This is an optimization exercise on Yosys and OpenROAD, whose aim is a short achievable clock period and few clock cycles, not a production implementation. RTL that was checked went through simulation tests only; none was proved equivalent to the original.

## run E
// romprog_core
module romprog_core (
    input  wire        clk,
    input  wire        rst,
    input  wire        rx_valid,
    input  wire [7:0]  rx_data,
    output wire        rx_ready,
    output wire        tx_valid,
    output wire [7:0]  tx_data,
    input  wire        tx_ready,
    output wire        flash_req_valid,
    output wire [2:0]  flash_op,
    output wire [31:0] flash_addr,
    output wire [7:0]  flash_wdata,
    input  wire        flash_resp_valid,
    input  wire [7:0]  flash_rdata
);
Size in the first run: about 75 I/O pins, roughly 42000 sq um of cells after synthesis.
clock: 10.0 ns
lec_check: 0
cap_margin: 20
core_margin: 2
core_utilization: 40
place_density: 0.6
slew_margin: 20
standard.sh (not shown) runs the stock make flow with config.mk's settings and CLKGATE_MAP_FILE= SYNTH_SCRIPT=/design/flow/synth_recipe.tcl, a recipe that flattens the netlist after the stock synthesis.
==> flow/flow/run.sh <==
#!/bin/bash
# The standard layout, with repair_timing asked to reach more setup slack
# than the clock period alone demands (the SDC and period are unchanged).
set -euo pipefail
bash standard.sh SETUP_SLACK_MARGIN=7 finish > standard_flow.log 2>&1
Setup changes, run E to run D
--- a/flow/design.v
+++ b/flow/design.v
@@ -26,70 +26,72 @@
                      F_ERASE_CHIP = 3'd3, F_ENTER_ID = 3'd4, F_LEAVE_ID = 3'd5,
                      F_READ_MFR = 3'd6, F_READ_DEV = 3'd7;
     function is_special;    
         input [7:0] b;
         begin
             is_special = (b[7:2] == 6'b011111) && (b[1] != b[0]);
         end
     endfunction
     reg        rx_ready_r;
     reg        in_frame;     
     reg        in_esc;       
-    reg  [6:0] rl;           
-    reg        rl_nz;        
+    reg  [6:0] rl_q;         
+    reg        clr_q;        
     reg        wv_q;         
     reg  [6:0] wa_q;
     reg  [5:0] wm_q;         
     reg        wm_v;         
     reg  [7:0] wd_q;
     reg        wl0, wl2, wl7, wl8, wl10;    
     assign rx_ready = rx_ready_r;
+    wire [6:0] rl      = clr_q ? 7'd0 : (wv_q ? (rl_q + 7'd1) : rl_q);
+    wire       rl_nz   = (rl != 7'd0);
+    wire       rl_full = (rl == MAX_PACKET);
     wire take      = rx_valid && rx_ready_r;
     wire is_m      = (rx_data == MARKER);
     wire is_e      = (rx_data == ESCAPE);
     wire close_now = take && is_m && in_frame && rl_nz;
-    wire       rl_full = (rl == MAX_PACKET);
-    wire [6:0] rl_nx   = rl_full ? 7'd0 : (rl + 7'd1);
     wire data_byte = take && !is_m && (in_esc || (in_frame && !is_e));
     wire append    = data_byte && !rl_full;
     wire [6:0] rl_m7 = rl - 7'd7;
     always @(posedge clk) begin
         wa_q <= rl;
         wm_q <= rl_m7[5:0];
         wm_v <= (rl >= 7'd7);
         wd_q <= rx_data ^ (in_esc ? ESC_XOR : 8'h00);
-        wv_q <= append;
         wl0  <= append && (rl == 7'd0);
         wl2  <= append && (rl == 7'd2);
         wl7  <= append && (rl == 7'd7);
         wl8  <= append && (rl == 7'd8);
         wl10 <= append && (rl == 7'd10);
         if (rst) begin
             in_frame <= 1'b0;
             in_esc   <= 1'b0;
-            rl       <= 7'd0;
-            rl_nz    <= 1'b0;
-        end else if (take) begin
-            if (is_m) begin
-                in_frame <= !(in_frame && rl_nz);
-                in_esc   <= 1'b0;
-                rl       <= 7'd0;
-                rl_nz    <= 1'b0;
-            end else if (in_frame && is_e) begin
-                in_frame <= 1'b0;
-                in_esc   <= 1'b1;
-            end else if (in_frame || in_esc) begin
-                in_frame <= !rl_full;
-                in_esc   <= 1'b0;
-                rl       <= rl_nx;
-                rl_nz    <= !rl_full;
+            rl_q     <= 7'd0;
+            clr_q    <= 1'b0;
+            wv_q     <= 1'b0;
+        end else begin
+            rl_q  <= rl;
+            clr_q <= take && (is_m || (data_byte && rl_full));
+            wv_q  <= append;
+            if (take) begin
+                if (is_m) begin
+                    in_frame <= !(in_frame && rl_nz);
+                    in_esc   <= 1'b0;
+                end else if (in_frame && is_e) begin
+                    in_frame <= 1'b0;
+                    in_esc   <= 1'b1;
+                end else if (in_frame || in_esc) begin
+                    in_frame <= !rl_full;
+                    in_esc   <= 1'b0;
+                end
             end
         end
     end
     reg  [7:0] h0, h1, h2, h3, h4, h5, h6, h7, h8, h9, h10;
     reg  [7:0] mem [0:63];
     reg        rcap_q;        
     reg  [7:0] rd_q;
     reg  [5:0] ridx;
     always @(posedge clk) begin
         if (wv_q) begin
             case (wa_q)
### Flow results
- Looking at area overhead of the layout relative to synthesis, run D sits 0.47 points above run E.
- On total core area, run D and run E are neck and neck.
- Compared with run E, run D shows finished layout cell area higher by 390 sq um.
- Changes observed in run D relative to run E: final-layout fill cell count did not really move, wire length per cell grew by about 0.37%.
- Between run E and run D, the flow reports count of multi-input gates decreasing by a few percent.
- Of run D and run E, the lower post-route minimum period belongs to run E.
- The hold slack of run D was superior to that of run E.
Testbench counts of run D, summed over its fixed seeds: cycles 45,774.
For run E, only the layout was checked, not whether the RTL still works.

separate check: timing with driven ports:
Ports are ideal in the flow. The routed layouts listed here were re-timed in OpenROAD.
Step 1 sets driving cells, clkbuf_16 on the clock port and buf_2 on the other inputs (assumed; they add their load-dependent delay and slew).
Step 2 also shifts input and output timing later by t, the mid clock arrival at the registers, as if the neighbouring blocks saw the same clock.
Slacks: ideal ports / drivers / drivers and shift; pairs: ideal ports / drivers.
run	t (ns)	setup slack, ns	hold slack, ns	slew at the worst register clock pin (ns)
run E	0.738	6.848 / 6.772 / 6.165	0.455 / 0.455 / 0.455	0.07 / 0.07
run D	0.732	6.840 / 6.768 / 6.285	0.483 / 0.483 / 0.483	0.07 / 0.07
After both steps every run listed still meets setup and hold. For run E, which loses most, drivers alone change the setup slack by -0.076 ns; drivers and shift together by -0.683 ns.
